Background: an optimization exercise with open tools, aiming at small area and a short achievable clock period. Do not read the settings as production practice. In this exercise RTL edits were held to simulation tests only and were not proved equivalent to the original. Power is estimated from default activity; no workload was simulated.

### design/flow/flow/run.sh
#!/bin/bash
# The standard layout, with two changes to how it is made:
#  - the port buffers that placement inserts are sky130_fd_sc_hd__buf_4 cells
#    (every input and output port still gets its own buffer), and
#  - timing repair may swap a cell for one with a different footprint.
# Synthesis is the standard one, run unchanged.
set -euo pipefail
bash standard.sh synth > synth.log 2>&1
bash standard.sh BUFFER_PORTS_ARGS="-buffer_cell sky130_fd_sc_hd__buf_4" MATCH_CELL_FOOTPRINT=0 finish > layout.log 2>&1
### design/flow/standard.sh
#!/bin/bash
# synth_recipe.tcl (not shown) runs the flow's synth.tcl, then flattens the netlist and writes it again
# the make line also repeats each setting of config.mk as NAME=value (left out here)
make -C /OpenROAD-flow-scripts/flow DESIGN_CONFIG=/design/flow/config.mk WORK_HOME=/design/flow/orfs CLKGATE_MAP_FILE= SYNTH_SCRIPT=/design/flow/synth_recipe.tcl "${@:-finish}"
### design/flow/config.mk
export PLATFORM = sky130hd
export DESIGN_NAME = xfold_engine
export DESIGN_NICKNAME = xfold_engine
export VERILOG_FILES = /design/flow/design.v
export SDC_FILE = /design/flow/constraint.sdc
export NUM_CORES = 4
export LEC_CHECK = 0
export CAP_MARGIN = 20
export CORE_MARGIN = 2
export CORE_UTILIZATION = 40
export SETUP_SLACK_MARGIN = 4
export SLEW_MARGIN = 20
export SYNTH_HIERARCHICAL = 1
export TNS_END_PERCENT = 0
### design/flow/constraint.sdc
create_clock -name core_clock -period 10.0 [get_ports {clk}]
set_input_delay 2.0000 -clock core_clock [delete_from_list [all_inputs] [get_ports {clk}]]
set_output_delay 2.0000 -clock core_clock [all_outputs]
set_load 0.01 [all_outputs]
### design/flow/design.v
module xfold_engine (
    input             clk,
    input             rst,
    input             cmd_valid,
    input      [31:0] cmd,
    input             sink_ready,
    output            resp_valid,
    output            resp_ill,
    output     [31:0] resp,
    output            txo_valid,
    output     [7:0]  txo_data,
    output            txo_final
);
    localparam [7:0] STX = 8'h02, ETX = 8'h03, ACK = 8'h06, NAK = 8'h15;
    localparam [2:0] RX_WAIT_STX = 3'd0, RX_WAIT_LEN = 3'd1, RX_READ_DATA = 3'd2,
                     RX_CHECK_CHK = 3'd3, RX_WAIT_ETX = 3'd4, RX_DONE = 3'd5,
                     RX_ERROR = 3'd6;
    localparam [2:0] TX_IDLE = 3'd0, TX_SEND_STX = 3'd1, TX_SEND_LEN = 3'd2,
                     TX_SEND_DATA = 3'd3, TX_SEND_CHK = 3'd4, TX_SEND_ETX = 3'd5,
                     TX_DONE = 3'd6, TX_ERROR = 3'd7;
    localparam [2:0] ARQ_IDLE = 3'd0, ARQ_SENDING = 3'd1, ARQ_WAIT_ACK = 3'd2,
                     ARQ_ACKED = 3'd3, ARQ_EXHAUSTED = 3'd4, ARQ_OVERFLOW = 3'd5;
    reg [7:0]   chk_acc;
    reg         ill;
    reg [2:0]   rx_state;
    reg [1:0]   rx_err;
    reg [7:0]   rx_len;
    reg [6:0]   rx_count;
    reg [7:0]   rx_chk;
    reg [511:0] rx_buf;
    reg [2:0]   tx_state;
    reg [6:0]   tx_len;
    reg [6:0]   tx_cursor;
    reg [7:0]   tx_chk;
    reg [511:0] tx_pf;
    reg [7:0]   tx_nbyte;
    reg [7:0]   tx_pcur;
    reg [5:0]   tx_pidx;
    reg [2:0]   arq_state;
    reg [1:0]   arq_attempts;
    wire [3:0]  op  = cmd[31:28];
    wire [8:0]  a   = cmd[16:8];
    wire [7:0]  d   = cmd[7:0];
    reg  arq_send_s;     
    reg  arq_wait_s;     
    reg  tx_sending;     
    reg  tx_is_data;     
    wire arq_busy   = arq_send_s | arq_wait_s;
    wire a_big      = a[8] | a[7] | (a[6] & (a[5:0] != 6'd0));    
    wire bad, go_seed, go_fold, go_feed, go_rxrst, go_load, go_begin, go_next, go_txrst,
         go_send, go_ack, go_abort, go_clr;
    wire g_rx, g_bg, g_bgo, g_txs, g_sendok, g_sendbig, g_r0, g_r1, g_r3, g_r4, g_r5, g_r6;
    wire ack_ack, ack_nak, nak_retry, restart, cont, step_cur, emit_cur, emit_stx;
    xf_gate u_gate (
        .cmd(cmd), .cmd_valid(cmd_valid), .rst(rst), .sink_ready(sink_ready),
        .arq_busy(arq_busy), .arq_send_s(arq_send_s), .arq_wait_s(arq_wait_s),
        .att2(arq_attempts == 2'd2), .tx_etx(tx_state == TX_SEND_ETX),
        .tx_sending(tx_sending), .rx_done(rx_state == RX_DONE), .rx_len(rx_len),
        .resp_valid(resp_valid), .resp_ill(resp_ill), .bad(bad),
        .go_seed(go_seed), .go_fold(go_fold), .go_feed(go_feed), .go_rxrst(go_rxrst),
        .go_load(go_load), .go_begin(go_begin), .go_next(go_next), .go_txrst(go_txrst),
        .go_send(go_send), .go_ack(go_ack), .go_abort(go_abort), .go_clr(go_clr),
        .g_rx(g_rx), .g_bg(g_bg), .g_bgo(g_bgo), .g_txs(g_txs), .g_sendok(g_sendok),
        .g_sendbig(g_sendbig), .g_r0(g_r0), .g_r1(g_r1), .g_r3(g_r3), .g_r4(g_r4),
        .g_r5(g_r5), .g_r6(g_r6),
        .ack_ack(ack_ack), .ack_nak(ack_nak), .nak_retry(nak_retry), .restart(restart),
        .cont(cont), .step_cur(step_cur), .emit_cur(emit_cur), .emit_stx(emit_stx),
        .txo_valid(txo_valid), .txo_final(txo_final)
    );
    wire [15:0] a_np16;
    wire [3:0]  a_np4, a_np4s;
    xf_pre4  u_apre0 (.s(a[3:0]), .np(a_np16));
    xf_pre2e u_apre1 (.s(a[5:4]), .off(a[6]), .np(a_np4));
    xf_pre2e u_apre2 (.s(a[5:4]), .off(tx_sending), .np(a_np4s));
    wire [63:0] a_oh;
    genvar g, i;
    generate
        for (g = 0; g < 64; g = g + 1) begin : g_aoh
            xf_nor2 u (.a(a_np16[g % 16]), .b(a_np4[g / 16]), .y(a_oh[g]));
        end
    endgenerate
    wire [7:0] pfb_rd;
    xf_aomux u_pfb (.in({tx_pf[503:0], STX}), .oh(a_oh), .out(pfb_rd));
    wire [7:0] top_pf    = tx_pf[511:504] & {8{a[6]}};
    wire [7:0] begin_chk = pfb_rd | top_pf;
    function [7:0] step_x;
        input [6:0] k;
        integer j;
        begin
            step_x = 8'h01;
            for (j = 1; j < 8; j = j + 1)
                step_x[j] = step_x[j-1] & k[j-1];
        end
    endfunction
    wire [15:0] p_np16;
    wire [3:0]  p_np4s;
    xf_pre4  u_ppre0 (.s(tx_pidx[3:0]), .np(p_np16));
    xf_pre2e u_ppre1 (.s(tx_pidx[5:4]), .off(!tx_sending), .np(p_np4s));
    wire [7:0] pf_rd2;
    wire [63:0] rd2_oh;
    generate
        for (g = 0; g < 64; g = g + 1) begin : g_rd2oh
            xf_o22ai u (.a1(a_np16[g % 16]), .a2(a_np4s[g / 16]),
                        .b1(p_np16[g % 16]), .b2(p_np4s[g / 16]), .y(rd2_oh[g]));
        end
    endgenerate
    xf_aomux u_pf2 (.in(tx_pf), .oh(rd2_oh), .out(pf_rd2));
    wire [7:0] load_rr, load_delta;
    wire [7:0] load_k = step_x(a[6:0]) ^ d;
    xf_xor8 u_dx0 (.a(pf_rd2), .b(pfb_rd), .y(load_rr));
    xf_xor8 u_dx1 (.a(load_rr), .b(load_k), .y(load_delta));
    wire [7:0] rx_rd;
    xf_aomux u_rxrd (.in(rx_buf), .oh(a_oh), .out(rx_rd));
    reg [2:0] f_rx_state;
    reg [1:0] f_rx_err;
    reg [7:0] f_rx_len, f_rx_chk;
    reg [6:0] f_rx_count;
    always @* begin
        f_rx_state = rx_state; f_rx_err = rx_err; f_rx_len = rx_len;
        f_rx_count = rx_count; f_rx_chk = rx_chk;
        case (rx_state)
            RX_WAIT_STX: if (d == STX) begin
                f_rx_chk = STX; f_rx_len = 8'h00; f_rx_count = 7'h00;
                f_rx_state = RX_WAIT_LEN;
            end
            RX_WAIT_LEN: begin
                f_rx_len = d;
                f_rx_chk = rx_chk ^ d;
                if (d > 8'd64) begin
                    f_rx_state = RX_ERROR; f_rx_err = 2'd1;
                end else if (d == 8'h00)
                    f_rx_state = RX_CHECK_CHK;
                else
                    f_rx_state = RX_READ_DATA;
            end
            RX_READ_DATA: begin
                f_rx_chk   = rx_chk ^ d;
                f_rx_count = rx_count + 7'd1;
                if ({1'b0, f_rx_count} == rx_len) f_rx_state = RX_CHECK_CHK;
            end
            RX_CHECK_CHK: begin
                if (d == rx_chk) f_rx_state = RX_WAIT_ETX;
                else begin f_rx_state = RX_ERROR; f_rx_err = 2'd2; end
            end
            RX_WAIT_ETX: begin
                if (d == ETX) f_rx_state = RX_DONE;
                else begin f_rx_state = RX_ERROR; f_rx_err = 2'd3; end
            end
            default: ;
        endcase
    end
    wire rx_we = go_feed && (rx_state == RX_READ_DATA);
    wire       rx_clr     = go_rxrst;
    wire [2:0] n_rx_state = go_feed ? f_rx_state : rx_clr ? RX_WAIT_STX : rx_state;
    wire [1:0] n_rx_err   = go_feed ? f_rx_err   : rx_clr ? 2'd0 : rx_err;
    wire [7:0] n_rx_len   = go_feed ? f_rx_len   : rx_clr ? 8'h00 : rx_len;
    wire [6:0] n_rx_count = go_feed ? f_rx_count : rx_clr ? 7'h00 : rx_count;
    wire [7:0] n_rx_chk   = go_feed ? f_rx_chk   : rx_clr ? 8'h00 : rx_chk;
    function [31:0] rxstat;
        input [2:0] st; input [1:0] er; input [7:0] ln; input [6:0] cnt; input [7:0] ck;
        begin
            rxstat = {ck, 1'b0, cnt, ln, 1'b0, st, er,
                      (st == RX_DONE) ? 2'd1 : (st == RX_ERROR) ? 2'd2 : 2'd0};
        end
    endfunction
    function [1:0] tx_status;
        input [2:0] st;
        begin
            case (st)
                TX_IDLE:  tx_status = 2'd0;
                TX_DONE:  tx_status = 2'd2;
                TX_ERROR: tx_status = 2'd3;
                default:  tx_status = 2'd1;
            endcase
        end
    endfunction
    function [31:0] txstat;
        input [2:0] st; input [6:0] ln, cur; input [7:0] ck;
        begin
            txstat = {ck, 1'b0, cur, 1'b0, ln, 1'b0, st, 1'b0, (st == TX_ERROR), tx_status(st)};
        end
    endfunction
    reg [7:0] cur_byte;
    always @* begin
        case (tx_state)
            TX_SEND_STX:  cur_byte = STX;
            TX_SEND_LEN:  cur_byte = {1'b0, tx_len};
            TX_SEND_DATA: cur_byte = tx_nbyte;
            TX_SEND_CHK:  cur_byte = tx_chk;
            TX_SEND_ETX:  cur_byte = ETX;
            default:      cur_byte = 8'h00;
        endcase
    end
    wire       last_data = (tx_cursor + 7'd1 == tx_len);
    reg  [2:0] stepped;
    always @* begin
        case (tx_state)
            TX_SEND_STX:  stepped = TX_SEND_LEN;
            TX_SEND_LEN:  stepped = (tx_len == 7'd0) ? TX_SEND_CHK : TX_SEND_DATA;
            TX_SEND_DATA: stepped = last_data ? TX_SEND_CHK : TX_SEND_DATA;
            TX_SEND_CHK:  stepped = TX_SEND_ETX;
            TX_SEND_ETX:  stepped = TX_DONE;
            default:      stepped = tx_state;
        endcase
    end
    reg [2:0] n_tx_state;
    reg [6:0] n_tx_len, n_tx_cursor;
    reg [7:0] n_tx_chk, n_tx_nbyte, n_tx_pcur;
    reg [2:0] n_arq_state;
    reg [1:0] n_arq_attempts;
    always @* begin
        n_tx_state = tx_state; n_tx_len = tx_len; n_tx_cursor = tx_cursor;
        n_tx_chk = tx_chk; n_tx_nbyte = tx_nbyte; n_tx_pcur = tx_pcur;
        n_arq_state = arq_state; n_arq_attempts = arq_attempts;
        if (go_begin || go_send) begin
            n_tx_cursor = 7'd0;
            if (a_big) begin
                n_tx_state = TX_ERROR; n_tx_len = 7'd0; n_tx_chk = 8'h00;
            end else begin
                n_tx_state = TX_SEND_STX; n_tx_len = a[6:0]; n_tx_chk = begin_chk;
            end
        end
        if (go_txrst || (go_abort && arq_busy)) begin
            n_tx_state = TX_IDLE; n_tx_len = 7'd0; n_tx_cursor = 7'd0; n_tx_chk = 8'h00;
        end
        if (go_send) begin
            n_arq_attempts = 2'd0;
            n_arq_state = a_big ? ARQ_OVERFLOW : ARQ_SENDING;
        end
        if (ack_ack) n_arq_state = ARQ_ACKED;
        if (ack_nak) begin
            n_arq_attempts = arq_attempts + 2'd1;
            if (nak_retry) begin
                n_tx_state = TX_SEND_STX; n_tx_cursor = 7'd0; n_arq_state = ARQ_SENDING;
            end else
                n_arq_state = ARQ_EXHAUSTED;
        end
        if (go_abort) begin
            n_arq_state = ARQ_IDLE; n_arq_attempts = 2'd0;
        end
        if (restart && sink_ready) n_tx_state = TX_SEND_LEN;
        if (step_cur) begin
            n_tx_state = stepped;
            case (tx_state)
                TX_SEND_LEN: begin
                    n_tx_nbyte = pf_rd2 ^ STX ^ 8'h01;
                    n_tx_pcur  = pf_rd2;
                end
                TX_SEND_DATA: begin
                    n_tx_cursor = tx_cursor + 7'd1;
                    n_tx_nbyte = pf_rd2 ^ tx_pcur ^ step_x(tx_cursor + 7'd1);
                    n_tx_pcur  = pf_rd2;
                end
                TX_SEND_ETX: if (cont) n_arq_state = ARQ_WAIT_ACK;
                default: ;
            endcase
        end
    end
    assign txo_data  = ({8{emit_cur}} & cur_byte) | ({8{emit_stx}} & STX);
    wire [31:0] txstat_cur  = txstat(tx_state, tx_len, tx_cursor, tx_chk);
    wire [31:0] rxstat_cur  = rxstat(rx_state, rx_err, rx_len, rx_count, rx_chk);
    wire [9:0]  arqstat_cur = {arq_attempts, 5'b0, arq_state};
    wire [13:0] next_word = {1'b0, (tx_state == TX_ERROR), tx_status(stepped),
                             tx_sending && (tx_state == TX_SEND_ETX), tx_sending,
                             tx_sending ? cur_byte : 8'h00};
    reg [2:0] ack_st;
    always @* begin
        if (!arq_wait_s)     ack_st = arq_state;
        else if (d == ACK)   ack_st = ARQ_ACKED;
        else if (d == NAK)   ack_st = (arq_attempts == 2'd2) ? ARQ_EXHAUSTED : ARQ_SENDING;
        else                 ack_st = ARQ_WAIT_ACK;
    end
    wire [1:0] ack_att  = (arq_wait_s && d == NAK) ? arq_attempts + 2'd1 : arq_attempts;
    wire [9:0] ack_word = {ack_att, 5'b0, ack_st};
    wire [7:0] chk_word = go_seed ? d : (chk_acc ^ d);
    wire [31:0] feed_word = rxstat(f_rx_state, f_rx_err, f_rx_len, f_rx_count, f_rx_chk);
    xf_out u_out (
        .g_chk(go_seed | go_fold), .w_chk(op[1] ? (chk_acc ^ d) : d),
        .g_feed(go_feed), .w_feed(feed_word),
        .g_txs(g_txs), .w_txs(txstat_cur),
        .g_bg(g_bg), .w_bg({a[6:0], 8'h11}), .bg_top(top_pf),
        .g_bgo(g_bgo),
        .g_next(go_next), .w_next(next_word),
        .g_sendok(g_sendok), .g_sendbig(g_sendbig),
        .g_ack(go_ack), .w_ack(ack_word),
        .g_r0(g_r0), .w_r0({arq_busy, ill}),
        .g_r1(g_r1), .w_r1(rxstat_cur),
        .g_r3(g_r3), .w_r3(arqstat_cur),
        .g_r4(g_r4), .w_r4(chk_acc),
        .g_r5(g_r5), .g_r6(g_r6),
        .resp(resp_e)
    );
    wire [31:0] resp_e;
    xf_late u_late (.e_lo(resp_e[7:0]), .e_hi(resp_e[31:24]), .g_rx(g_rx), .g_bg(g_bg),
                    .rx_rd(rx_rd), .bg_pf(pfb_rd),
                    .lo(resp[7:0]), .hi(resp[31:24]));
    assign resp[23:8] = resp_e[23:8];
    always @(posedge clk) begin
        if (rst) begin
            chk_acc      <= 8'h00;
            ill          <= 1'b0;
            rx_state     <= RX_WAIT_STX;
            rx_err       <= 2'd0;
            rx_len       <= 8'h00;
            rx_count     <= 7'h00;
            rx_chk       <= 8'h00;
            tx_state     <= TX_IDLE;
            tx_sending   <= 1'b0;
            tx_is_data   <= 1'b0;
            tx_len       <= 7'd0;
            tx_cursor    <= 7'd0;
            tx_chk       <= 8'h00;
            arq_state    <= ARQ_IDLE;
            arq_send_s   <= 1'b0;
            arq_wait_s   <= 1'b0;
            arq_attempts <= 2'd0;
        end else begin
            if (go_seed || go_fold) chk_acc <= chk_word;
            if (bad) ill <= 1'b1;
            else if (go_clr)      ill <= 1'b0;
            rx_state     <= n_rx_state;
            rx_err       <= n_rx_err;
            rx_len       <= n_rx_len;
            rx_count     <= n_rx_count;
            rx_chk       <= n_rx_chk;
            tx_state     <= n_tx_state;
            tx_sending   <= (n_tx_state != TX_IDLE) && (n_tx_state != TX_DONE) && (n_tx_state != TX_ERROR);
            tx_is_data   <= (n_tx_state == TX_SEND_DATA);
            tx_len       <= n_tx_len;
            tx_cursor    <= n_tx_cursor;
            tx_chk       <= n_tx_chk;
            arq_state    <= n_arq_state;
            arq_send_s   <= (n_arq_state == ARQ_SENDING);
            arq_wait_s   <= (n_arq_state == ARQ_WAIT_ACK);
            arq_attempts <= n_arq_attempts;
        end
    end
    always @(posedge clk) begin
        tx_nbyte <= n_tx_nbyte;
        tx_pcur  <= n_tx_pcur;
        tx_pidx  <= (n_tx_state == TX_SEND_DATA) ? n_tx_cursor[5:0] + 6'd1 : 6'd0;
    end
    generate
        for (g = 0; g < 64; g = g + 1) begin : g_rxw
            always @(posedge clk)
                if (!rst && rx_we && rx_count[5:0] == g) rx_buf[8*g +: 8] <= d;
        end
    endgenerate
    wire [7:0] load_x = load_delta;
    generate
        for (g = 0; g < 64; g = g + 1) begin : g_load
            wire upd = go_load && (a[5:0] <= g);
            wire [7:0] nxt;
            for (i = 0; i < 8; i = i + 1) begin : g_bit
                xf_upd u (.q(tx_pf[8*g + i]), .m(upd), .x(load_x[i]), .y(nxt[i]));
            end
            always @(posedge clk)
                tx_pf[8*g +: 8] <= nxt;
        end
    endgenerate
endmodule
module xf_gate (
    input  [31:0] cmd,
    input         cmd_valid,
    input         rst,
    input         sink_ready,
    input         arq_busy,
    input         arq_send_s,
    input         arq_wait_s,
    input         att2,
    input         tx_etx,
    input         tx_sending,
    input         rx_done,
    input  [7:0]  rx_len,
    output        resp_valid,
    output        resp_ill,
    output        bad,
    output        go_seed, go_fold, go_feed, go_rxrst, go_load, go_begin, go_next,
    output        go_txrst, go_send, go_ack, go_abort, go_clr,
    output        g_rx, g_bg, g_bgo, g_txs, g_sendok, g_sendbig,
    output        g_r0, g_r1, g_r3, g_r4, g_r5, g_r6,
    output        ack_ack, ack_nak, nak_retry, restart, cont, step_cur, emit_cur, emit_stx,
    output        txo_valid, txo_final
);
    wire [3:0] op = cmd[31:28];
    wire [8:0] a  = cmd[16:8];
    wire [7:0] d  = cmd[7:0];
    wire rsv_nz, a_nz, d_nz, dhi_nz;
    wire [3:0] rz, az, dz;
    xf_nor3 u_r0 (.a(cmd[17]), .b(cmd[18]), .c(cmd[19]), .y(rz[0]));
    xf_nor3 u_r1 (.a(cmd[20]), .b(cmd[21]), .c(cmd[22]), .y(rz[1]));
    xf_nor3 u_r2 (.a(cmd[23]), .b(cmd[24]), .c(cmd[25]), .y(rz[2]));
    xf_nor2 u_r3 (.a(cmd[26]), .b(cmd[27]), .y(rz[3]));
    xf_nand4 u_r4 (.a(rz[0]), .b(rz[1]), .c(rz[2]), .d(rz[3]), .y(rsv_nz));
    xf_nor3 u_a0 (.a(a[0]), .b(a[1]), .c(a[2]), .y(az[0]));
    xf_nor3 u_a1 (.a(a[3]), .b(a[4]), .c(a[5]), .y(az[1]));
    xf_nor3 u_a2 (.a(a[6]), .b(a[7]), .c(a[8]), .y(az[2]));
    xf_nand3 u_a4 (.a(az[0]), .b(az[1]), .c(az[2]), .y(a_nz));
    xf_nor2 u_d0 (.a(d[0]), .b(d[1]), .y(dz[0]));
    xf_nor2 u_d1 (.a(d[2]), .b(d[3]), .y(dz[1]));
    xf_nor2 u_d2 (.a(d[4]), .b(d[5]), .y(dz[2]));
    xf_nor2 u_d3 (.a(d[6]), .b(d[7]), .y(dz[3]));
    xf_nand4 u_d4 (.a(dz[0]), .b(dz[1]), .c(dz[2]), .d(dz[3]), .y(d_nz));
    wire dhz0, dhz1;
    xf_nor3 u_h0 (.a(d[5]), .b(d[6]), .c(d[7]), .y(dhz0));
    xf_nor2 u_h1 (.a(d[3]), .b(d[4]), .y(dhz1));
    xf_nand2 u_h2 (.a(dhz0), .b(dhz1), .y(dhi_nz));
    wire rsv_z = !rsv_nz;
    wire a_z   = !a_nz;
    wire d_z   = !d_nz;
    wire a_big = a[8] | a[7] | (a[6] & (a[5:0] != 6'd0));
    wire live  = cmd_valid && !rst;
    wire lr    = live && rsv_z;
    wire o0 = op == 4'h0, o1 = op == 4'h1, o2 = op == 4'h2, o3 = op == 4'h3;
    wire o4 = op == 4'h4, o5 = op == 4'h5, o6 = op == 4'h6, o7 = op == 4'h7;
    wire o8 = op == 4'h8, o9 = op == 4'h9, oa = op == 4'hA, ob = op == 4'hB;
    wire oc = op == 4'hC, od = op == 4'hD, oe = op == 4'hE;
    wire ok = rsv_z && (
        ((o0 | o4 | oc | oe) && a_z && d_z) ||
        ((o1 | o2 | o3 | ob) && a_z) ||
        (o5 && d_z) ||
        (o6 && !arq_busy && !tx_sending && a[8:6] == 3'd0) ||
        ((o7 | oa) && d_z && !arq_busy) ||
        ((o8 | o9) && a_z && d_z && !arq_busy) ||
        (od && a_z && !dhi_nz));
    assign resp_valid = live;
    assign resp_ill   = live && !ok;
    assign bad        = cmd_valid && !ok;
    assign go_seed  = lr && o1 && a_z;
    assign go_fold  = lr && o2 && a_z;
    assign go_feed  = lr && o3 && a_z;
    assign go_rxrst = lr && o4 && a_z && d_z;
    assign go_load  = lr && o6 && !arq_busy && !tx_sending && a[8:6] == 3'd0;
    assign go_begin = lr && o7 && d_z && !arq_busy;
    assign go_next  = lr && o8 && a_z && d_z && !arq_busy;
    assign go_txrst = lr && o9 && a_z && d_z && !arq_busy;
    assign go_send  = lr && oa && d_z && !arq_busy;
    assign go_ack   = lr && ob && a_z;
    assign go_abort = lr && oc && a_z && d_z;
    assign go_clr   = lr && oe && a_z && d_z;
    wire rd = lr && od && a_z && !dhi_nz;
    assign g_rx      = lr && o5 && d_z && rx_done && (a < {1'b0, rx_len});
    assign g_bg      = go_begin && !a_big;
    assign g_bgo     = go_begin && a_big;
    assign g_sendok  = go_send && !a_big;
    assign g_sendbig = go_send && a_big;
    assign g_txs     = go_load || (rd && d[2:0] == 3'd2);
    assign g_r0      = rd && d[2:0] == 3'd0;
    assign g_r1      = rd && d[2:0] == 3'd1;
    assign g_r3      = rd && d[2:0] == 3'd3;
    assign g_r4      = rd && d[2:0] == 3'd4;
    assign g_r5      = rd && d[2:0] == 3'd5;
    assign g_r6      = rd && d[2:0] == 3'd6;
    assign ack_ack   = go_ack && arq_wait_s && d == 8'h06;
    assign ack_nak   = go_ack && arq_wait_s && d == 8'h15;
    assign nak_retry = ack_nak && !att2;
    assign restart   = g_sendok || nak_retry;
    assign cont      = arq_send_s && !go_abort;
    assign step_cur  = tx_sending && (go_next || (cont && sink_ready));
    assign emit_cur  = !rst && step_cur;
    assign emit_stx  = restart && sink_ready;
    assign txo_valid = emit_cur || emit_stx;
    assign txo_final = emit_cur && tx_etx;
endmodule
module xf_out (
    input         g_chk,  input [7:0]  w_chk,
    input         g_feed, input [31:0] w_feed,
    input         g_txs,  input [31:0] w_txs,
    input         g_bg,   input [14:0] w_bg, input [7:0] bg_top,
    input         g_bgo,
    input         g_next, input [13:0] w_next,
    input         g_sendok, g_sendbig,
    input         g_ack,  input [9:0]  w_ack,
    input         g_r0,   input [1:0]  w_r0,
    input         g_r1,   input [31:0] w_r1,
    input         g_r3,   input [9:0]  w_r3,
    input         g_r4,   input [7:0]  w_r4,
    input         g_r5,   g_r6,
    output [31:0] resp
);
    assign resp = ({24'h0, w_chk & {8{g_chk}}})
                | (w_feed & {32{g_feed}})
                | (w_txs & {32{g_txs}})
                | ({bg_top, 9'h0, w_bg} & {32{g_bg}})
                | ({24'h0, 8'h77} & {32{g_bgo}})
                | ({18'h0, w_next} & {32{g_next}})
                | ({31'h0, g_sendok}) | ({29'h0, g_sendbig, 1'b0, g_sendbig})
                | ({22'h0, w_ack} & {32{g_ack}})
                | ({30'h0, w_r0} & {32{g_r0}})
                | (w_r1 & {32{g_r1}})
                | ({22'h0, w_r3} & {32{g_r3}})
                | ({24'h0, w_r4} & {32{g_r4}})
                | (32'h15060302 & {32{g_r5}})
                | (32'h00000340 & {32{g_r6}});
endmodule
module xf_late (
    input  [7:0] e_lo,
    input  [7:0] e_hi,
    input        g_rx,
    input        g_bg,
    input  [7:0] rx_rd,
    input  [7:0] bg_pf,
    output [7:0] lo,
    output [7:0] hi
);
    assign lo = e_lo | (rx_rd & {8{g_rx}});
    assign hi = e_hi | (bg_pf & {8{g_bg}});
endmodule
module xf_pre4 (
    input  [3:0]  s,
    output [15:0] np
);
    genvar k;
    generate
        for (k = 0; k < 16; k = k + 1) begin : g_k
            assign np[k] = ~(s == k);
        end
    endgenerate
endmodule
module xf_nand3 (input a, input b, input c, output y);
    assign y = ~(a & b & c);
endmodule
module xf_nand2 (input a, input b, output y);
    assign y = ~(a & b);
endmodule
module xf_upd (input q, input m, input x, output y);
    assign y = q ^ (m & x);
endmodule
module xf_xor8 (input [7:0] a, input [7:0] b, output [7:0] y);
    assign y = a ^ b;
endmodule
module xf_o22ai (input a1, input a2, input b1, input b2, output y);
    assign y = ~((a1 | a2) & (b1 | b2));
endmodule
module xf_pre2 (
    input  [1:0] s,
    output [3:0] np
);
    assign np[0] = ~(~s[1] & ~s[0]);
    assign np[1] = ~(~s[1] &  s[0]);
    assign np[2] = ~( s[1] & ~s[0]);
    assign np[3] = ~( s[1] &  s[0]);
endmodule
module xf_pre2e (
    input  [1:0] s,
    input        off,
    output [3:0] np
);
    assign np[0] = ~(~off & ~s[1] & ~s[0]);
    assign np[1] = ~(~off & ~s[1] &  s[0]);
    assign np[2] = ~(~off &  s[1] & ~s[0]);
    assign np[3] = ~(~off &  s[1] &  s[0]);
endmodule
module xf_nor3 (input a, input b, input c, output y);
    assign y = ~(a | b | c);
endmodule
module xf_a22oi (input a1, input a2, input b1, input b2, output y);
    assign y = ~((a1 & a2) | (b1 & b2));
endmodule
module xf_nand4 (input a, input b, input c, input d, output y);
    assign y = ~(a & b & c & d);
endmodule
module xf_nor2 (input a, input b, output y);
    assign y = ~(a | b);
endmodule
module xf_dec64 (
    input  [3:0]  np0,
    input  [3:0]  np1,
    input  [3:0]  np2,
    output [63:0] oh
);
    genvar k;
    generate
        for (k = 0; k < 64; k = k + 1) begin : g_k
            xf_nor3 u (.a(np0[k % 4]), .b(np1[(k / 4) % 4]), .c(np2[k / 16]), .y(oh[k]));
        end
    endgenerate
endmodule
module xf_ao8 (
    input  [7:0] d,
    input  [7:0] s,
    output       y
);
    assign y = |(d & s);
endmodule
module xf_aomux (
    input  [511:0] in,
    input  [63:0]  oh,
    output [7:0]   out
);
    genvar b, i, j;
    generate
        for (b = 0; b < 8; b = b + 1) begin : g_b
            wire [7:0] p;
            for (i = 0; i < 8; i = i + 1) begin : g_1
                wire [7:0] dv;
                for (j = 0; j < 8; j = j + 1) begin : g_j
                    assign dv[j] = in[8*(8*i+j) + b];
                end
                xf_ao8 u (.d(dv), .s(oh[8*i +: 8]), .y(p[i]));
            end
            wire [3:0] n;
            for (i = 0; i < 4; i = i + 1) begin : g_2
                xf_nor2 u (.a(p[2*i]), .b(p[2*i+1]), .y(n[i]));
            end
            xf_nand4 u_o (.a(n[0]), .b(n[1]), .c(n[2]), .d(n[3]), .y(out[b]));
        end
    endgenerate
endmodule
==> summary.md, run 1 <==
| Metric | Value |
|---|---|
| WS Path Type | `in2out` |
| Area share of the largest cell type after synthesis | `0.321` |
| DRT iter0 DRCs | `about 6000` |
| DIE AREA | `0.126 mm²` |
| Critical Path RT | `around 8 ns` |
| WP buf/inv | `5` |
| Area Growth Syn to Fin | `19.6%` |
| Critical Path Max Stage Delay | `0.42 ns` |
| Synth async-reset ratio | `0` |
| Final hold slack | `0.486 ns` |
| Vias | `41144` |
| Vias in the first global route | `38815` |
| Status | `finished clean` |
| IO buf count | `between 70 and 80` |
| Register area share after synthesis | `0.559` |
| Synth cell count leaders | `a22oi_1, nand2_1, dfxtp_1` |
| Synth Flop Type | `dfxtp_1` |
| Post-synth EDFFs | `528` |
| TritonCTS clock tree | `yes` |
| Share of layout cells above drive strength 1 | `0.138` |
| Top cells by area, synth | `edfxtp_1, dfxtp_1, a22oi_1` |
| Period utilization | `0.652` |
| Setup violators final | `0` |
| Fill cell count | `approximately 11000` |
| PwrDens | `161 mW/mm²` |
| All-Layer GR Usage | `0.294` |
| Count of state elements after synthesis | `between 1000 and 1500` |
| Antenna-violating nets left | `0` |
| # rows | `128` |
| Worst path cell trace | `buf_16 -> nand4b_1 -> buf_4 -> buf_4 -> nor2_1 -> buf_6 -> a22oi_1 -> nand4_1 -> nor2_4 -> nand4_1 -> a21o_1 -> buf_6` |
| Die height | `approximately 360 µm` |
| Slew Viols, Final | `0` |
| First-pass GRT wire length | `274 mm` |
| Crit start category | `input pin` |
| Dominant cell type by area after synthesis | `edfxtp_1` |
| WL final | `191 mm` |
| RSZ-0062 raised after global routing | `true` |
| Detailed-route wire length per cell | `28.6 µm` |
| Path depth of the worst reg2reg path | `12` |
| Mapped Cells | `between 4000 and 5000` |
| I/O pins | `80` |
| Core area | `0.122 mm²` |
| Post-synth cell types | `80` |
| Initial Utilization | `0.404` |
| Crit path DAT | `4.52 ns` |
| Fin. Hold Viols | `0` |
| Routability cong. | `1.02` |
| Worst Hold Depth | `1` |
| Tmin final | `6.52 ns` |
| CTS buffer count | `116` |
| Worst hold path class | `reg2reg` |
| Slew HR | `0.165` |
| CTS clk-pin slew, worst paths | `0.06 ns` |
| FMAX | `153 MHz` |
| # DRC | `0` |
| Worst ir drop on vdd | `around 0.17 mV` |
| DIE WIDTH | `355 µm` |
| Number of detailed-route iterations in the first pass | `7` |
| Tightest Pin Transition | `1.25 ns` |
| Cell family with most CP delay | `simple AND/OR/NAND/NOR gates` |
| Clock Tree Buf Depth | `3` |
| Crit Path Max Fanout | `45` |
| Most common cell in the netlist | `a22oi_1` |
| Hold_buf cts | `0` |
| Final Skew | `between 0.08 and 0.09 ns` |
| CTS root buffer | `clkbuf_16` |
| # H-tree levels | `3` |
| Clock Latency Late Sink | `0.79 ns` |
| Final nets | `approximately 5000` |
| Routed vias/inst | `between 6 and 7` |
| Critical-path top delay cell | `nand4_1` |
| Leak pwr | `19.2 nW` |
| Grt total ovfl | `0` |
| Setup TNS | `0 ns` |
| Worst setup EP type | `output port` |
| Syn Area/Cell | `10.8 µm²` |
| Max Cap Viol | `0` |
| Initial antenna violation count | `11` |
| Detailed Place HPWL | `132 mm` |
| Clock net sink count | `1116` |
| Largest net degree at the start of global routing | `about 80` |
| CP Depth | `12` |
| Post-Place Cells | `6320` |
| Post-Syn Area | `0.0494 mm²` |
| Final cell count without fillers | `roughly 6700` |
| Yosys warning count | `7` |
-- routing by layer --
layer  vias to the layer above  routed length (µm)  GRT usage
met2                      2446               81800      0.433
met1                     20199               78600      0.406
met4                         6               11100      0.148
met3                       506               19700     0.0662
met5                         -                  34          0
li1                      17987                   -          -
-- modules after synthesis, one instance, submodules excluded, excerpt --
module / copies in the design / area [µm²] / flops+latches
xf_nor3: 7 / 10.0 / 0
xf_nand4: 26 / 6.26 / 0
xf_o22ai: 64 / 6.26 / 0
xf_upd: 512 / 12.5 / 0
xf_late: 1 / 143 / 0
xf_out: 1 / 921 / 0
xfold_engine: 1 / 32300 / 1116
xf_nand3: 1 / 5.00 / 0
xf_pre4: 2 / 186 / 0
xf_pre2e: 3 / 31.3 / 0
xf_ao8: 192 / 36.3 / 0
-- state kept, by name, indices dropped and copies added, names as in the netlist, 3 cells and up --
signal and count:
rx_buf 512, tx_pf 512, chk_acc 8, rx_chk 8, rx_len 8, tx_chk 8, tx_nbyte 8, tx_pcur 8
rx_count 7, tx_cursor 7, tx_len 7, tx_pidx 6, arq_state 3, rx_state 3, tx_state 3
-- power by group --
part / switching [mW] / internal (mW) / total [mW] / leakage, nW
clock network: 1.92 / 2.49 / 4.41 / 1.88
registers: 0.000268 / 4.78 / 4.78 / 9.48
logic: 0.256 / 0.0778 / 0.334 / 7.85
-- worst register-to-register path: cells and delay by family (launching register included) --
kind	cells	cell delay [ns]
and+or+nand+nor	5	1.66
xor gates and xnor gates	3	1.40
AOI/OAI and AO/OA	2	1.17
buffers and inverters	2	1.01
DFF	1	0.83
-- path summary, 6_finish.rpt --
kind	from	endpoint	slack, ns
min reg2reg	tx_pf[79]	tx_pf[79]	0.49
max reg2reg	tx_sending	tx_pf[155]	3.77
min	tx_pf[79]	tx_pf[79]	0.49
max	cmd[11]	resp[5]	3.48
-- cell usage in the layout, fill, tap and decap left out, types with 34 or more instances in the layout --
cell	netlist	routed
dfxtp_1	588	588
and2_1	34	34
conb_1	2	35
nand2_1	635	634
nand4_1	233	233
a22oi_1	807	798
inv_1	43	43
a21oi_1	82	81
o22ai_1	67	64
buf_4	0	273
clkbuf_16	0	119
nor2_4	0	51
a22o_1	39	39
edfxtp_1	528	528
nor2_1	370	291
o21ai_0	34	34
xnor2_1	559	559
-- repair_timing --
| item | CTS | global route |
|---|---|---|
| gates cloned | 10 | 3 |
| pin swaps | 69 | 18 |
| setup buffers | 109 | 13 |
| setup endpoints to repair | 552 | 407 |
| resized for setup | 221 | 25 |
-- per-stage QoR --
stage | total power [mW] | worst slack, ns | utilization | cell area, µm²
final | 9.52 | 3.48 | 0.484 | 59100
after global placement | 5.16 | 2.20 | 0.432 | 52800
after detailed placement | 5.16 | 2.38 | 0.433 | 52900
after floorplan | 4.99 | 3.48 | - | 49500
after global routing | 9.75 | 3.51 | 0.484 | 59100
after CTS | 9.55 | 3.62 | 0.481 | 58800
-- layout make-up --
cell class	count	area (µm²)	share of cell area
tap	1625	2030	0.0344
multi-input combinational	3336	22400	0.379
clock inverter	67	764	0.0129
timing repair buffer	334	3010	0.0510
clock buffer	150	3110	0.0526
antenna	1	2.50	0.0000423
sequential	1116	27600	0.467
inverter	44	165	0.00279
-- cell families (layout without fill, tap and decap cells) --
kind of cell	after synthesis	count (layout)	synth area share
XOR/XNOR	593	597	0.105
multiplexers	1	1	0.000203
AO/OA/AOI/OAI	1166	1166	0.172
other	2	36	0.000152
buffers and inverters	151	595	0.0134
adder cells (fa/ha/maj)	15	15	0.00380
flip-flops	1116	1116	0.559
AND/OR/NAND/NOR	1518	1522	0.146
==> run 2: changes to the inputs <==
--- a/design/flow/config.mk
+++ b/design/flow/config.mk
@@ -8,7 +8,7 @@
 export CAP_MARGIN = 20
 export CORE_MARGIN = 2
 export CORE_UTILIZATION = 40
-export SETUP_SLACK_MARGIN = 4
+export SETUP_SLACK_MARGIN = 5
 export SLEW_MARGIN = 20
 export SYNTH_HIERARCHICAL = 1
 export TNS_END_PERCENT = 0
==> summary.md, run 2 <==
| Metric | Value |
|---|---|
| Top flop regs | `rx_buf x512, tx_pf x512 (unchanged)` |
| Met3 WL post-DR | `22.7 mm (was 19.7 mm)` |
| TritonCTS clock tree | `yes (unchanged)` |
| Antenna-violating nets left | `0 (unchanged)` |
| Post-Syn Area | `0.0494 mm² (unchanged)` |
| Area share of the largest cell type after synthesis | `0.321 (unchanged)` |
| PwrDens | `162 mW/mm² (was 161 mW/mm²)` |
| Highest metal layer with signal wires | `met5 (unchanged)` |
| Dpl ws | `1.99 ns (was 2.38 ns)` |
| Critical Path RT | `8.00 ns (about the same)` |
| Final Skew | `0.0437 ns (was 0.0864 ns)` |
| Slew Viols, Final | `0 (unchanged)` |
| Top cells by area, synth | `edfxtp_1, dfxtp_1, a22oi_1 (unchanged)` |
| WP buf/inv | `4 (was 5)` |
| Final hold slack | `0.483 ns (was 0.486 ns)` |
| Initial Utilization | `0.404 (unchanged)` |
| CTS root buffer | `clkbuf_16 (unchanged)` |
| Leading cell types in the layout, fill and taps excluded | `a22oi_1, nand2_1, dfxtp_1 (unchanged)` |
| WL final | `191 mm (about the same)` |
| Worst setup EP type | `output port (unchanged)` |
| Finished Core Util | `0.477 (was 0.484)` |
| WS Path Type | `in2out (unchanged)` |
| Initial antenna violation count | `7 (was 11)` |
| Most common cell in the netlist | `a22oi_1 (unchanged)` |
| Leak pwr | `18.7 nW (was 19.2 nW)` |
| Fin. Hold Viols | `0 (unchanged)` |
| DRT met1 WL | `77.1 mm (was 78.6 mm)` |
| Crit start category | `input pin (unchanged)` |
| RSZ-0062 raised after global routing | `true (unchanged)` |
| Synth Flop Type | `dfxtp_1 (unchanged)` |
| First-pass GRT wire length | `274 mm (about the same)` |
| Die height | `355 µm (unchanged)` |
| DIE AREA | `0.126 mm² (unchanged)` |
| IO buf count | `78 (unchanged)` |
| Post-route cell area | `0.0582 mm² (was 0.0591 mm²)` |
| Grt total ovfl | `0 (unchanged)` |
| CTS buffer count | `115 (was 116)` |
| # DRC | `0 (unchanged)` |
| Count of state elements after synthesis | `1116 (unchanged)` |
| Mapped Cells | `4562 (unchanged)` |
| Worst hold path class | `reg2reg (unchanged)` |
| Detailed-route wire length per cell | `28.9 µm (was 28.6 µm)` |
| DRT iter0 DRCs | `5932 (was 5911)` |
| Crit Path Max Fanout | `27 (was 45)` |
| CTS clk-pin slew, worst paths | `0.06 ns (about the same)` |
| Dpl cell area | `0.0527 mm² (was 0.0529 mm²)` |
| Vias | `41297 (was 41144)` |
| Register area share after synthesis | `0.559 (unchanged)` |
| Fin worst setup slack | `3.25 ns (was 3.48 ns)` |
| Clock Latency Late Sink | `0.78 ns (was 0.79 ns)` |
| Worst ir drop on vdd | `0.171 mV (about the same)` |
| Clock Tree Buf Depth | `3 (unchanged)` |
| Tmin final | `6.75 ns (was 6.52 ns)` |
| Detailed Place HPWL | `130 mm (was 132 mm)` |
| Number of detailed-route iterations in the first pass | `9 (was 7)` |
| Largest net degree at the start of global routing | `65 (was 78)` |
| Fill cell count | `11132 (was 11060)` |
| Crit path DAT | `4.75 ns (was 4.52 ns)` |
| Vias in the first global route | `38394 (was 38815)` |
| Post-synth cell types | `80 (unchanged)` |
| Hold_buf cts | `0 (unchanged)` |
| All-Layer GR Usage | `0.294 (about the same)` |
| I/O pins | `80 (unchanged)` |
| Post-synth EDFFs | `528 (unchanged)` |
| Period utilization | `0.675 (was 0.652)` |
| Max Cap Viol | `0 (unchanged)` |
| Routability cong. | `1.08 (was 1.02)` |
| Share of layout cells above drive strength 1 | `0.122 (was 0.138)` |
| Clock net sink count | `1116 (unchanged)` |
| Syn Area/Cell | `10.8 µm² (unchanged)` |
| Area Growth Syn to Fin | `17.8% (was 19.6%)` |
| Synth async-reset ratio | `0 (unchanged)` |
| Status | `finished clean (unchanged)` |
| Dominant cell type by area after synthesis | `edfxtp_1 (unchanged)` |
| WL met2 | `79.0 mm (was 81.8 mm)` |
| Tightest Pin Transition | `1.27 ns (was 1.25 ns)` |
| Setup TNS | `0 ns (unchanged)` |
| # rows | `128 (unchanged)` |
| Critical-path top delay cell | `or4b_4 (was nand4_1)` |
| Critical Path Max Stage Delay | `0.64 ns (was 0.42 ns)` |
| Setup violators final | `0 (unchanged)` |
| FMAX | `148 MHz (was 153 MHz)` |
| Cell family with most CP delay | `simple AND/OR/NAND/NOR gates (unchanged)` |
| Slew HR | `0.151 (was 0.165)` |
| Synth cell count leaders | `a22oi_1, nand2_1, dfxtp_1 (unchanged)` |
| DIE WIDTH | `355 µm (unchanged)` |
| Routed vias/inst | `6.25 (was 6.17)` |
| Yosys warning count | `7 (unchanged)` |
| # H-tree levels | `3 (unchanged)` |
| Worst path cell trace | `buf_8 -> or4b_4 -> nor2_2 -> buf_2 -> buf_4 -> a22oi_1 -> nand4_1 -> nor2_1 -> nand4_1 -> a21o_1 -> buf_4 (was buf_16 -> nand4b_1 -> buf_4 -> buf_4 -> nor2_1 -> buf_6 -> a22oi_1 -> nand4_1 -> nor2_4 -> nand4_1 -> a21o_1 -> buf_6)` |
| Core area | `0.122 mm² (unchanged)` |
| Final nets | `4925 (was 4999)` |
| Most common cell after layout, fill and taps aside | `a22oi_1 (unchanged)` |
-- run 2: cell types whose count changed in the layout (fill, tap and decap cells not counted), sizes merged, moves of 2 or more --
| cell | delta |
|---|---|
| buf | -69 |
| clkinv | +2 |
| bufinv | -2 |
| xor2 | -4 |
| clkbuf | +3 |
-- run 2: layout make-up --
type | instances | area [µm²] | share of cell area
well taps | 1625 | 2030 | 0.0349
inverters | 44 | 165 | 0.00284
repair buffers | 266 | 2460 | 0.0422
clock buffers | 152 | 3120 | 0.0535
clock inverters | 67 | 637 | 0.0109
flip-flops and latches | 1116 | 27600 | 0.474
multi-input cells | 3331 | 22200 | 0.381
diodes | 2 | 5.00 | 0.0000859
-- run 2: logic make-up after synthesis --
kind of cell | after synthesis | synth area share
AO/OA/AOI/OAI | 1166 | 0.172
XOR/XNOR | 593 | 0.105
adder cells (fa/ha/maj) | 15 | 0.00380
buffers and inverters | 151 | 0.0134
flip-flops | 1116 | 0.559
multiplexers | 1 | 0.000203
other | 2 | 0.000152
AND/OR/NAND/NOR | 1518 | 0.146
-- run 2: layer usage --
layer  up-vias  GRT usage
met1     20349      0.404
met5         -          0
met3       538     0.0850
met4        14      0.152
met2      2543      0.417
li1      17853          -
-- run 2: path summary, 6_finish.rpt --
path                            cells after the start    endpoint  slack [ns]  startpoint
worst max register to register                     13  tx_pf[235]        4.27  tx_sending
worst min-delay path                                1  tx_pf[323]        0.48  tx_pf[323]
worst max-delay path                               11    resp[27]        3.25      cmd[8]
worst min register to register                      1  tx_pf[323]        0.48  tx_pf[323]
-- run 2: where the power goes --
part           leakage [nW]  total, mW  internal (mW)  switching [mW]
logic                  7.42      0.344         0.0791           0.265
registers              9.48       4.78           4.77        0.000287
clock network          1.83       4.31           2.43            1.88
total                  18.7       9.43           7.28            2.14
-- run 2: stage by stage --
step | cells | power [mW]
after detailed placement | 6288 | 5.17
after CTS | 6584 | 9.45
final | 6603 | 9.43
after floorplan | 4595 | 4.99
after global placement | 6286 | 5.16
after global routing | 6601 | 9.66
-- run 2: modules after synthesis, one instance, submodules excluded, excerpt --
module / times used / cells / cell area (µm²) / flip-flops and latches
xf_nor3: 7 / 1 / 10.0 / 0
xfold_engine: 1 / 1975 / 32300 / 1116
xf_nand3: 1 / 1 / 5.00 / 0
xf_pre4: 2 / 20 / 186 / 0
xf_nor2: 166 / 1 / 3.75 / 0
xf_o22ai: 64 / 1 / 6.26 / 0
xf_nand4: 26 / 1 / 6.26 / 0
xf_out: 1 / 134 / 921 / 0
xf_pre2e: 3 / 4 / 31.3 / 0
xf_ao8: 192 / 5 / 36.3 / 0
xf_gate: 1 / 118 / 805 / 0
-- run 2: what timing repair did --
| action | CTS | global route |
|---|---|---|
| pin swaps | 57 | 10 |
| cloned | 6 | 2 |
| buffers inserted | 71 | 12 |
| setup endpoints to repair | 1072 | 1072 |
| gates resized for setup | 193 | 13 |
==> run 3: changes to the inputs <==
--- a/design/flow/config.mk
+++ b/design/flow/config.mk
@@ -8,7 +8,10 @@
 export CAP_MARGIN = 20
 export CORE_MARGIN = 2
 export CORE_UTILIZATION = 40
-export SETUP_SLACK_MARGIN = 5
+export CTS_BUF_LIST = sky130_fd_sc_hd__clkbuf_8
+export CTS_CLUSTER_DIAMETER = 50
+export CTS_CLUSTER_SIZE = 12
+export SETUP_SLACK_MARGIN = 4
 export SLEW_MARGIN = 20
 export SYNTH_HIERARCHICAL = 1
 export TNS_END_PERCENT = 0
==> summary.md, run 3 <==
| Metric | Value |
|---|---|
| Crit start category | `input pin (unchanged)` |
| Register area share after synthesis | `0.559 (unchanged)` |
| Largest net degree at the start of global routing | `78 (was 65)` |
| Vias in the first global route | `38601 (was 38394)` |
| CTS root buffer | `clkbuf_8 (was clkbuf_16)` |
| Most common cell after layout, fill and taps aside | `a22oi_1 (unchanged)` |
| Crit Path Max Fanout | `7 (was 27)` |
| Vias | `41110 (was 41297)` |
| Synth async-reset ratio | `0 (unchanged)` |
| Worst hold path class | `reg2reg (unchanged)` |
| CTS clk-pin slew, worst paths | `0.07 ns (was 0.06 ns)` |
| Die height | `355 µm (unchanged)` |
| Number of detailed-route iterations in the first pass | `6 (was 9)` |
| PwrDens | `146 mW/mm² (was 162 mW/mm²)` |
| Tightest Pin Transition | `1.17 ns (was 1.27 ns)` |
| Most common cell in the netlist | `a22oi_1 (unchanged)` |
| WS Path Type | `in2out (unchanged)` |
| Slew Viols, Final | `0 (unchanged)` |
| Worst ir drop on vdd | `0.130 mV (was 0.171 mV)` |
| Yosys warning count | `7 (unchanged)` |
| Routed vias/inst | `6.17 (was 6.25)` |
| Final Skew | `0.0431 ns (was 0.0437 ns)` |
| Final nets | `4997 (was 4925)` |
| Post-Syn Area | `0.0494 mm² (unchanged)` |
| FMAX | `153 MHz (was 148 MHz)` |
| I/O pins | `80 (unchanged)` |
| Routability cong. | `1.02 (was 1.08)` |
| Initial Utilization | `0.404 (unchanged)` |
| Syn Area/Cell | `10.8 µm² (unchanged)` |
| Worst setup EP type | `output port (unchanged)` |
| Crit path DAT | `4.55 ns (was 4.75 ns)` |
| Clock Tree Buf Depth | `3 (unchanged)` |
| # DRC | `0 (unchanged)` |
| Period utilization | `0.655 (was 0.675)` |
| Max Cap Viol | `0 (unchanged)` |
| Core area | `0.122 mm² (unchanged)` |
| Clock Latency Late Sink | `0.91 ns (was 0.78 ns)` |
| Leading cell types in the layout, fill and taps excluded | `a22oi_1, nand2_1, dfxtp_1 (unchanged)` |
| Post-synth cell types | `80 (unchanged)` |
| First-pass GRT wire length | `273 mm (was 274 mm)` |
| Initial antenna violation count | `9 (was 7)` |
| Mapped Cells | `4562 (unchanged)` |
| All-Layer GR Usage | `0.294 (about the same)` |
| Tmin final | `6.55 ns (was 6.75 ns)` |
| WL final | `190 mm (was 191 mm)` |
| Top cells by area, synth | `edfxtp_1, dfxtp_1, a22oi_1 (unchanged)` |
| Area share of the largest cell type after synthesis | `0.321 (unchanged)` |
| Leak pwr | `18.6 nW (was 18.7 nW)` |
| Dominant cell type by area after synthesis | `edfxtp_1 (unchanged)` |
| Count of state elements after synthesis | `1116 (unchanged)` |
| # H-tree levels | `4 (was 3)` |
| Setup TNS | `0 ns (unchanged)` |
| Final hold slack | `0.487 ns (was 0.483 ns)` |
| Synth Flop Type | `dfxtp_1 (unchanged)` |
| Slew HR | `0.219 (was 0.151)` |
| DIE AREA | `0.126 mm² (unchanged)` |
| CTS buffer count | `131 (was 115)` |
| Critical Path RT | `8.00 ns (about the same)` |
| Setup violators final | `0 (unchanged)` |
| Clock net sink count | `1116 (unchanged)` |
| Antenna-violating nets left | `0 (unchanged)` |
| Grt total ovfl | `0 (unchanged)` |
| DRT iter0 DRCs | `5575 (was 5932)` |
| Area Growth Syn to Fin | `16.2% (was 17.8%)` |
| RSZ-0062 raised after global routing | `true (unchanged)` |
| Detailed Place HPWL | `132 mm (was 130 mm)` |
| Status | `finished clean (unchanged)` |
| Synth cell count leaders | `a22oi_1, nand2_1, dfxtp_1 (unchanged)` |
| Detailed-route wire length per cell | `28.5 µm (was 28.9 µm)` |
| Share of layout cells above drive strength 1 | `0.136 (was 0.122)` |
| Fin. Hold Viols | `0 (unchanged)` |
| IO buf count | `78 (unchanged)` |
| TritonCTS clock tree | `yes (unchanged)` |
| # rows | `128 (unchanged)` |
| Post-synth EDFFs | `528 (unchanged)` |
| DIE WIDTH | `355 µm (unchanged)` |
| Top flop regs | `rx_buf x512, tx_pf x512 (unchanged)` |
==> run 3: changes by cell type in the layout (fill, tap and decap cells not counted), sizes merged <==
cell and change:
buf +55, bufinv -4, clkbuf -14, clkinv -28, clkinvlp +4, inv +42, or3 +1, xor2 +1
==> run 3: final cells by class <==
| cell class | count | area [µm²] |
|---|---|---|
| multi-input cells | 3333 | 22300 |
| diodes | 2 | 5.00 |
| inverters | 44 | 165 |
| well taps | 1625 | 2030 |
| clock inverters | 81 | 642 |
| clock buffers | 139 | 1910 |
| fillers | 11246 | 64800 |
| flip-flops and latches | 1116 | 27600 |
| repair buffers | 320 | 2740 |
==> run 3: where the power goes <==
group / switching, mW / internal, mW / leakage (nW)
Combinational: 0.253 / 0.0738 / 7.67
Sequential: 0.000266 / 4.77 / 9.48
Clock: 1.80 / 1.46 / 1.40
Total: 2.05 / 6.30 / 18.6
==> run 3: through the flow <==
stage / util / power, mW / worst slack, ns / instance area (µm²) / std cells
4_1_cts: 0.469 / 8.39 / 3.62 / 57300 / 6654
2_1_floorplan: - / 4.99 / 3.48 / 49500 / 4595
3_3_place_gp: 0.432 / 5.16 / 2.20 / 52800 / 6320
5_1_grt: 0.470 / 8.60 / 3.34 / 57400 / 6659
3_5_place_dp: 0.433 / 5.16 / 2.38 / 52900 / 6320
6_report: 0.470 / 8.35 / 3.45 / 57400 / 6660
==> run 3: cells by family after synthesis <==
group,share of synthesized area
AOI/OAI and AO/OA,0.172
xor gates and xnor gates,0.105
adders and majority gates,0.00380
buffers and inverters,0.0134
DFF,0.559
muxes,0.000203
other,0.000152
and+or+nand+nor,0.146
==> run 3: path summary, 6_finish.rpt <==
| kind | from | to | slack, ns | depth (start not counted) |
|---|---|---|---|---|
| min reg2reg | tx_pf[331] | tx_pf[331] | 0.49 | 1 |
| max reg2reg | tx_sending | tx_pf[69] | 3.74 | 12 |
| min | tx_pf[331] | tx_pf[331] | 0.49 | 1 |
| max | cmd[25] | resp[26] | 3.45 | 12 |
==> run 3: routing by layer <==
metal / vias to the layer above / routed length (µm) / track usage
li1: 17939 / - / -
met1: 20277 / 78200 / 0.402
met2: 2403 / 80700 / 0.429
met3: 483 / 19800 / 0.0719
met4: 8 / 11100 / 0.156
met5: - / 59 / 0
==> run 3: Yosys stat by module (local to each module, per instance), excerpt <==
module    cells  flops+latches
xf_ao8        5              0
xf_pre2e      4              0
xf_nor2       1              0
xf_gate     118              0
xf_o22ai      1              0
xf_xor8       8              0
xf_nand3      1              0
==> run 3: worst max-delay path: stages <==
cell and delay [ns]:
buf_6 0.10, nor3_4 0.19, nand4_1 0.21, nor3b_4 0.29, nand3b_1 0.18, nor4_2 0.33
nand2_1 0.19, nor2_2 0.50, a21oi_1 0.13, nand2_1 0.10, a21o_1 0.18, buf_6 0.13
==> run 3: repair_timing <==
action | in CTS | in global routing
setup buffers | 107 | 3
pin swaps | 69 | 13
setup endpoints to repair | 366 | 338
hold buffers | 0 | 0
resized for setup | 208 | 20
cloned | 7 | 1
==> run 4: changes to the inputs <==
--- a/design/flow/config.mk
+++ b/design/flow/config.mk
@@ -9,8 +9,8 @@
 export CORE_MARGIN = 2
 export CORE_UTILIZATION = 40
 export CTS_BUF_LIST = sky130_fd_sc_hd__clkbuf_8
-export CTS_CLUSTER_DIAMETER = 50
-export CTS_CLUSTER_SIZE = 12
+export CTS_CLUSTER_DIAMETER = 60
+export CTS_CLUSTER_SIZE = 16
 export SETUP_SLACK_MARGIN = 4
 export SLEW_MARGIN = 20
 export SYNTH_HIERARCHICAL = 1
==> summary.md, run 4 <==
| Metric | Value |
|---|---|
| TritonCTS clock tree | `yes (unchanged)` |
| Worst hold path class | `reg2reg (unchanged)` |
| CP Depth | `14 (was 12)` |
| Setup crit end | `resp[30] (was resp[26])` |
| Top flop regs | `rx_buf x512, tx_pf x512 (unchanged)` |
| Detailed-route wire length per cell | `28.4 µm (was 28.5 µm)` |
| Tmin final | `6.60 ns (was 6.55 ns)` |
| Setup TNS | `0 ns (unchanged)` |
| Share of layout cells above drive strength 1 | `0.130 (was 0.136)` |
| Final Skew | `0.0421 ns (was 0.0431 ns)` |
| CTS root buffer | `clkbuf_8 (unchanged)` |
| Post-Syn Area | `0.0494 mm² (unchanged)` |
| Setup violators final | `0 (unchanged)` |
| All-Layer GR Usage | `0.290 (was 0.294)` |
| WL final | `188 mm (was 190 mm)` |
| Synth Flop Type | `dfxtp_1 (unchanged)` |
| Slew HR | `0.187 (was 0.219)` |
| CP startpoint | `cmd[17] (was cmd[25])` |
| Status | `finished clean (unchanged)` |
| Crit path DAT | `4.60 ns (was 4.55 ns)` |
| Hold_buf cts | `0 (unchanged)` |
| Path depth of the worst reg2reg path | `12 (unchanged)` |
| FF-to-FF End | `tx_pf[205] (was tx_pf[69])` |
| # DRC | `0 (unchanged)` |
| Slew Viols, Final | `0 (unchanged)` |
| Clock Tree Buf Depth | `3 (unchanged)` |
| # H-tree levels | `3 (was 4)` |
| Worst setup EP type | `output port (unchanged)` |
| Dpl cell area | `0.0529 mm² (unchanged)` |
| Final nets | `4968 (was 4997)` |
| Detailed Place HPWL | `132 mm (unchanged)` |
| Largest net degree at the start of global routing | `78 (unchanged)` |
| Area share of the largest cell type after synthesis | `0.321 (unchanged)` |
| Grt total ovfl | `0 (unchanged)` |
| Post-synth cell types | `80 (unchanged)` |
| Worst ir drop on vdd | `0.135 mV (was 0.130 mV)` |
| Count of state elements after synthesis | `1116 (unchanged)` |
| Dpl ws | `2.38 ns (unchanged)` |
| Tightest Pin Transition | `1.21 ns (was 1.17 ns)` |
| CTS clk-pin slew, worst paths | `0.10 ns (was 0.07 ns)` |
| Clock Latency Late Sink | `0.85 ns (was 0.91 ns)` |
| Routed vias/inst | `6.15 (was 6.17)` |
| Initial antenna violation count | `13 (was 9)` |
| First-pass GRT wire length | `271 mm (was 273 mm)` |
| Leak pwr | `18.2 nW (was 18.6 nW)` |
| Register area share after synthesis | `0.559 (unchanged)` |
| Synth async-reset ratio | `0 (unchanged)` |
| Post-route cell area | `0.0569 mm² (was 0.0574 mm²)` |
| Vias in the first global route | `38256 (was 38601)` |
| Clock net sink count | `1116 (unchanged)` |
| Yosys warning count | `7 (unchanged)` |
| Crit start category | `input pin (unchanged)` |
| WP buf/inv | `4 (was 2)` |
| Top cells by area, synth | `edfxtp_1, dfxtp_1, a22oi_1 (unchanged)` |
| Routability cong. | `1.02 (unchanged)` |
| Final hold slack | `0.490 ns (was 0.487 ns)` |
| Post-synth EDFFs | `528 (unchanged)` |
| IO buf count | `78 (unchanged)` |
| CTS buffer count | `101 (was 131)` |
| Reg2Reg Setup Slack | `3.75 ns (was 3.74 ns)` |
| Most common cell after layout, fill and taps aside | `a22oi_1 (unchanged)` |
| Cell family with most CP delay | `simple AND/OR/NAND/NOR gates (unchanged)` |
| Most common cell in the netlist | `a22oi_1 (unchanged)` |
| Fill cell count | `11263 (was 11246)` |
| Final cell count without fillers | `6615 (was 6660)` |
| Critical Path RT | `8.00 ns (about the same)` |
| DIE AREA | `0.126 mm² (unchanged)` |
| Number of detailed-route iterations in the first pass | `10 (was 6)` |
| Fin worst setup slack | `3.40 ns (was 3.45 ns)` |
| Worst R2R Start | `tx_sending (unchanged)` |
| WS Path Type | `in2out (unchanged)` |
| Max Cap Viol | `0 (unchanged)` |
| Die height | `355 µm (unchanged)` |
| DIE WIDTH | `355 µm (unchanged)` |
| Fin. Hold Viols | `0 (unchanged)` |
| FMAX | `151 MHz (was 153 MHz)` |
| Post-Place Cells | `6320 (unchanged)` |
| Core area | `0.122 mm² (unchanged)` |
| RSZ-0062 raised after global routing | `true (unchanged)` |
| Mapped Cells | `4562 (unchanged)` |
| Synth cell count leaders | `a22oi_1, nand2_1, dfxtp_1 (unchanged)` |
| I/O pins | `80 (unchanged)` |
| Critical Path Max Stage Delay | `0.36 ns (was 0.50 ns)` |
| Dominant cell type by area after synthesis | `edfxtp_1 (unchanged)` |
| Total power | `8.02 mW (was 8.35 mW)` |
| Crit Path Max Fanout | `4 (was 7)` |
| # rows | `128 (unchanged)` |
| Leading cell types in the layout, fill and taps excluded | `a22oi_1, nand2_1, dfxtp_1 (unchanged)` |
| Area Growth Syn to Fin | `15.2% (was 16.2%)` |
| Finished Core Util | `0.466 (was 0.470)` |
| Syn Area/Cell | `10.8 µm² (unchanged)` |
| PwrDens | `141 mW/mm² (was 146 mW/mm²)` |
| Period utilization | `0.660 (was 0.655)` |
| Critical-path top delay cell | `nor4_2 (was nor2_2)` |
| Antenna-violating nets left | `0 (unchanged)` |
| DRT iter0 DRCs | `5686 (was 5575)` |
| Worst path cell trace | `buf_4 -> nor3_4 -> nand4_1 -> nor3b_4 -> nand3b_1 -> nor4_2 -> nand2b_1 -> buf_6 -> nor2_4 -> buf_6 -> a22oi_1 -> nand2_1 -> a21o_2 -> buf_4 (was buf_6 -> nor3_4 -> nand4_1 -> nor3b_4 -> nand3b_1 -> nor4_2 -> nand2_1 -> nor2_2 -> a21oi_1 -> nand2_1 -> a21o_1 -> buf_6)` |
| Vias | `40705 (was 41110)` |
| Initial Utilization | `0.404 (unchanged)` |
[run 4: cell counts after synthesis]
Identical to the previous run, type by type.
[run 4: how the worst min path moves through the flow]
stage                     startpoint    endpoint  cells after the start  slack, ns
final                     tx_pf[331]  tx_pf[331]                      1       0.49
after global routing       tx_pf[52]   tx_pf[52]                      1       0.51
after CTS                 tx_pf[221]  tx_pf[221]                      1       0.49
after detailed placement  tx_pf[429]  tx_pf[429]                      1       0.47
after global placement     tx_pf[12]   tx_pf[12]                      1       0.47
after floorplan           tx_pf[504]  tx_pf[504]                      1       0.45
[run 4: area by class of cell]
class	count	area [µm²]	share of cell area
sequential	1116	27600	0.485
clock inverter	66	692	0.0122
timing repair buffer	322	2780	0.0487
clock buffer	104	1430	0.0251
tap	1625	2030	0.0357
antenna	6	15.0	0.000264
inverter	44	165	0.00290
multi-input combinational	3332	22200	0.390
[run 4: power breakdown]
| group | total (mW) | internal, mW | switching, mW | leakage (nW) |
|---|---|---|---|---|
| Combinational | 0.327 | 0.0764 | 0.250 | 7.67 |
| Clock | 2.92 | 1.17 | 1.75 | 1.09 |
| Sequential | 4.77 | 4.77 | 0.000279 | 9.48 |
| Total | 8.02 | 6.02 | 2.00 | 18.2 |
[run 4: cells by family (layout without fill, tap and decap cells)]
kind of cell / Yosys count / in the layout / share of synthesized area
XOR/XNOR: 593 / 593 / 0.105
buffers and inverters: 151 / 536 / 0.0134
AO/OA/AOI/OAI: 1166 / 1166 / 0.172
AND/OR/NAND/NOR: 1518 / 1522 / 0.146
adder cells (fa/ha/maj): 15 / 15 / 0.00380
flip-flops: 1116 / 1116 / 0.559
multiplexers: 1 / 1 / 0.000203
other: 2 / 41 / 0.000152
[run 4: per-layer routing]
layer / wire length [µm] / GRT usage / vias up
met3: 18100 / 0.0627 / 474
met5: 49 / 0 / -
met1: 78600 / 0.404 / 20083
met4: 11000 / 0.149 / 8
li1: - / - / 17875
met2: 80300 / 0.425 / 2265
[run 4: Yosys stat by module (local to each module, per instance), a selection]
module | flops+latches | copies in the design | cells inside
xf_gate | 0 | 1 | 118
xf_late | 0 | 1 | 18
xf_nand2 | 0 | 1 | 1
xf_nand3 | 0 | 1 | 1
xf_nor2 | 0 | 166 | 1
xf_nor3 | 0 | 7 | 1
xf_out | 0 | 1 | 134
xf_pre2e | 0 | 3 | 4
xf_pre4 | 0 | 2 | 20
xf_upd | 0 | 512 | 2
xf_xor8 | 0 | 2 | 8
xfold_engine | 1116 | 1 | 1975
[run 4: repair_timing]
item | CTS | global route
pin swaps | 60 | 12
buffers inserted | 108 | 3
endpoints found under the setup margin | 445 | 291
resized for setup | 197 | 15
gates cloned | 7 | 0

## static timing again, ports no longer ideal
No port has a modelled driver above. Below, the same layouts with a new extraction and two added sets of constraints.
Step 1, drivers: a clkbuf_16 drives clk and a buf_2 each remaining input, both assumed.
Step 2 times the ports against the registers' clock, not the clock port: input delays grow and output delays shrink by t, the midpoint of the rising clock arrivals with the driver on.
Slacks: no drivers / after step 1 / after step 2; pairs: no drivers / after step 1.
| run | t, ns | slack for setup (ns) | hold slack, ns | clock arrival spread, ns | slew at the worst register clock pin (ns) |
|---|---|---|---|---|---|
| run 1 | 0.830 | 3.481 / 3.395 / 2.717 | 0.486 / 0.486 / 0.486 | 0.099 / 0.099 | 0.07 / 0.07 |
| run 2 | 0.831 | 3.252 / 3.030 / 2.725 | 0.483 / 0.483 / 0.483 | 0.045 / 0.045 | 0.07 / 0.07 |
| run 3 | 0.965 | 3.454 / 3.416 / 2.654 | 0.487 / 0.487 / 0.487 | 0.046 / 0.046 | 0.09 / 0.09 |
| run 4 | 0.896 | 3.398 / 3.369 / 2.673 | 0.490 / 0.490 / 0.490 | 0.051 / 0.050 | 0.11 / 0.11 |
After both steps setup and hold are still met in every run listed. For run 3, which loses most, drivers alone change the setup slack by -0.038 ns; drivers and shift together by -0.800 ns.
